Source: an optimization exercise on an open RTL-to-GDS flow (aim: small area, a short achievable clock period and few clock cycles). Production flows keep margins and buffers that such runs may drop.
Only simulation tests tie the RTL to the original design; equivalence was not proved.

## nickel
Design gc_src_linear, start of the top module:
module gc_src_linear (
    input  wire        clk,
    input  wire        rst,
    input  wire        start,
    input  wire [23:0] cfg_rs,
    input  wire [23:0] cfg_rt,
    input  wire [2:0]  cfg_chm1,
    input  wire        in_valid,
    output wire        in_ready,
    input  wire [31:0] in_data,
    output reg         out_valid,
    input  wire        out_ready,
    output reg  [31:0] out_data
);
clock: 125.0 ns
lec_check: 0
abc_area: 1
cap_margin: 20
core_margin: 2
core_utilization: 40
cts_cluster_diameter: 60
cts_cluster_size: 30
setup_slack_margin: 5
slew_margin: 20
run.sh (not shown) runs the stock make flow with config.mk's settings and CLKGATE_MAP_FILE= SYNTH_SCRIPT=/design/flow/synth_recipe.tcl, a recipe that flattens the netlist after the stock synthesis.
nickel went all the way through synthesis, placement and routing and the layout is clean on timing, DRC and antenna.
Testbench counts of nickel, summed over its fixed seeds: cycles 276,178.
Relative to nickel, the following input files were edited for maple:
==> flow/config.mk <==
export PLATFORM = sky130hd
export DESIGN_NAME = gc_src_linear
export DESIGN_NICKNAME = gc_src_linear
export VERILOG_FILES = /design/flow/design.v
export SDC_FILE = /design/flow/constraint.sdc
export NUM_CORES = 4
export LEC_CHECK = 0
export ABC_AREA = 1
export CAP_MARGIN = 60
export CORE_MARGIN = 2
export CORE_UTILIZATION = 40
export CTS_BUF_LIST = sky130_fd_sc_hd__clkbuf_8
export SETUP_SLACK_MARGIN = 5
export SLEW_MARGIN = 60
Results
maple closes out successfully: all stages finished, all timing, DRC and antenna checks passed. Diff nickel..maple | flop and latch count out of synthesis | unchanged. Wire length is lower on nickel. Clock buffer count in the final layout: maple > nickel.
diff inputs: maple => indigo
==> flow/config.mk <==
export PLATFORM = sky130hd
export DESIGN_NAME = gc_src_linear
export DESIGN_NICKNAME = gc_src_linear
export VERILOG_FILES = /design/flow/design.v
export SDC_FILE = /design/flow/constraint.sdc
export NUM_CORES = 4
export LEC_CHECK = 0
export ABC_AREA = 1
export CAP_MARGIN = 20
export CORE_MARGIN = 2
export CORE_UTILIZATION = 40
export CTS_BUF_LIST = sky130_fd_sc_hd__clkbuf_8
export SETUP_SLACK_MARGIN = 5
export SLEW_MARGIN = 20
--- outcome ---
- indigo gives less final-layout clock buffer total than maple did.
- Sort indigo and maple by first-pass GRT wire length, descending, and maple comes first.
- maple has lower critical path data arrival time than indigo.
- indigo -> maple: maximum frequency flat
What ember does differently from indigo at the input level:
-- flow/config.mk --
<<< indigo, line 10
export CORE_MARGIN = 2
export CORE_UTILIZATION = 40
export CTS_BUF_LIST = sky130_fd_sc_hd__clkbuf_8
export SETUP_SLACK_MARGIN = 5
export SLEW_MARGIN = 20
>>> ember, line 10
export CORE_MARGIN = 2
export CORE_UTILIZATION = 40
export CTS_CLUSTER_DIAMETER = 130
export CTS_CLUSTER_SIZE = 22
export SETUP_SLACK_MARGIN = 5
export SLEW_MARGIN = 20
Results
- The utilization of ember is lower than that of indigo.
- Worst hold slack is lower on indigo
- Compared with indigo, ember shows a number of buffers inserted during clock tree synthesis that is 68% lower.
- The run with more setup slack is ember; indigo has less.
- In the metrics for indigo and ember, the one carrying the higher via count of the first global-routing pass is indigo.
- Re sequential share of layout area: ember is 0.72 points up on indigo.
- ~same core region area in indigo and ember

========
gc_src_linear again, from the RTL that the note above started with.
Settings: LEC_CHECK=0, ABC_AREA=1, CAP_MARGIN=20, CORE_MARGIN=2, CORE_UTILIZATION=40, CTS_CLUSTER_DIAMETER=120, CTS_CLUSTER_SIZE=26, SETUP_SLACK_MARGIN=5, SLEW_MARGIN=20; clock period 125.0 ns.
Testbench counts at the start, summed over its fixed seeds: cycles 276,178.
==> next run, changes <==
Settings changed: CTS_CLUSTER_DIAMETER 120 to 100, CTS_CLUSTER_SIZE 26 to 20, GPL_TIMING_DRIVEN set to 0.
=> Global-route usage is higher by 3.2 points. Clock-buffer cell count is higher by 19. Cell count is higher by 2.9%. Area after synthesis is unchanged. Hold slack is worse by 0.029 ns. Cell area is higher by 1.6%. Setup slack is worse by 0.71 ns. Flip-flop and latch count does not change. Wire length is higher by 13%.

========
Starting RTL as in the previous note.
Settings: LEC_CHECK=0, ABC_AREA=1, CAP_MARGIN=20, CORE_MARGIN=2, CORE_UTILIZATION=40, CTS_CLUSTER_DIAMETER=100, CTS_CLUSTER_SIZE=20, SETUP_SLACK_MARGIN=5, SLEW_MARGIN=20; clock period 125.0 ns.
The first run finished clean.
Testbench counts at the start, summed over its fixed seeds: cycles 276,178.
Edit:
--- a/flow/config.mk
+++ b/flow/config.mk
@@ -11,4 +11,4 @@
 export CORE_UTILIZATION = 40
-export CTS_CLUSTER_DIAMETER = 100
-export CTS_CLUSTER_SIZE = 20
+export CTS_CLUSTER_DIAMETER = 80
+export CTS_CLUSTER_SIZE = 24
 export SETUP_SLACK_MARGIN = 5
Result: Worst setup slack is about the same; design area stays flat; hold slack loses 0.017 ns; final cell count stays flat; sequential cell count is unchanged; critical path depth is unchanged; area after synthesis is unchanged; clock-buffer cell count fell by 11.

-- separate check: timing with driven ports --
In the flow no input, the clock included, has a driving cell. The finished layouts below were timed again as built, in two steps.
Step 1 assumes that a clkbuf_16 drives the clock port and a buf_2 every other input.
Step 2, shift: input delay + t, output delay - t, t = (earliest + latest rising clock arrival at the registers) / 2. This alone moves slack from input paths to output paths.
a / b / c = ideal / step 1 / step 2; a / b = the first two.
run	shift t [ns]	setup WS [ns]	worst setup path after step 2	slew at the worst register clock pin (ns)	pins driven straight from the clock port
nickel	0.798	98.247 / 98.172 / 97.507	input to register	0.11 / 0.11	1
maple	0.987	98.069 / 97.996 / 97.872	input to register	0.09 / 0.09	1
indigo	0.977	98.045 / 97.973 / 97.500	input to register	0.08 / 0.08	1
ember	0.753	98.230 / 98.174 / 97.536	input to register	0.11 / 0.11	1
the first run of note 2	0.766	98.217 / 98.199 / 97.508	input to register	0.11 / 0.11	1
the second run of note 2	0.770	97.506 / 97.543 / 96.772	input to register	0.10 / 0.10	1
the first run of note 3	0.775	98.234 / 98.156 / 97.531	input to register	0.10 / 0.10	1
the second run of note 3	0.778	98.233 / 98.158 / 97.552	input to register	0.11 / 0.11	1
After both steps setup and hold are still met in every run listed. For nickel, which loses most, drivers alone change the setup slack by -0.075 ns; drivers and shift together by -0.740 ns.
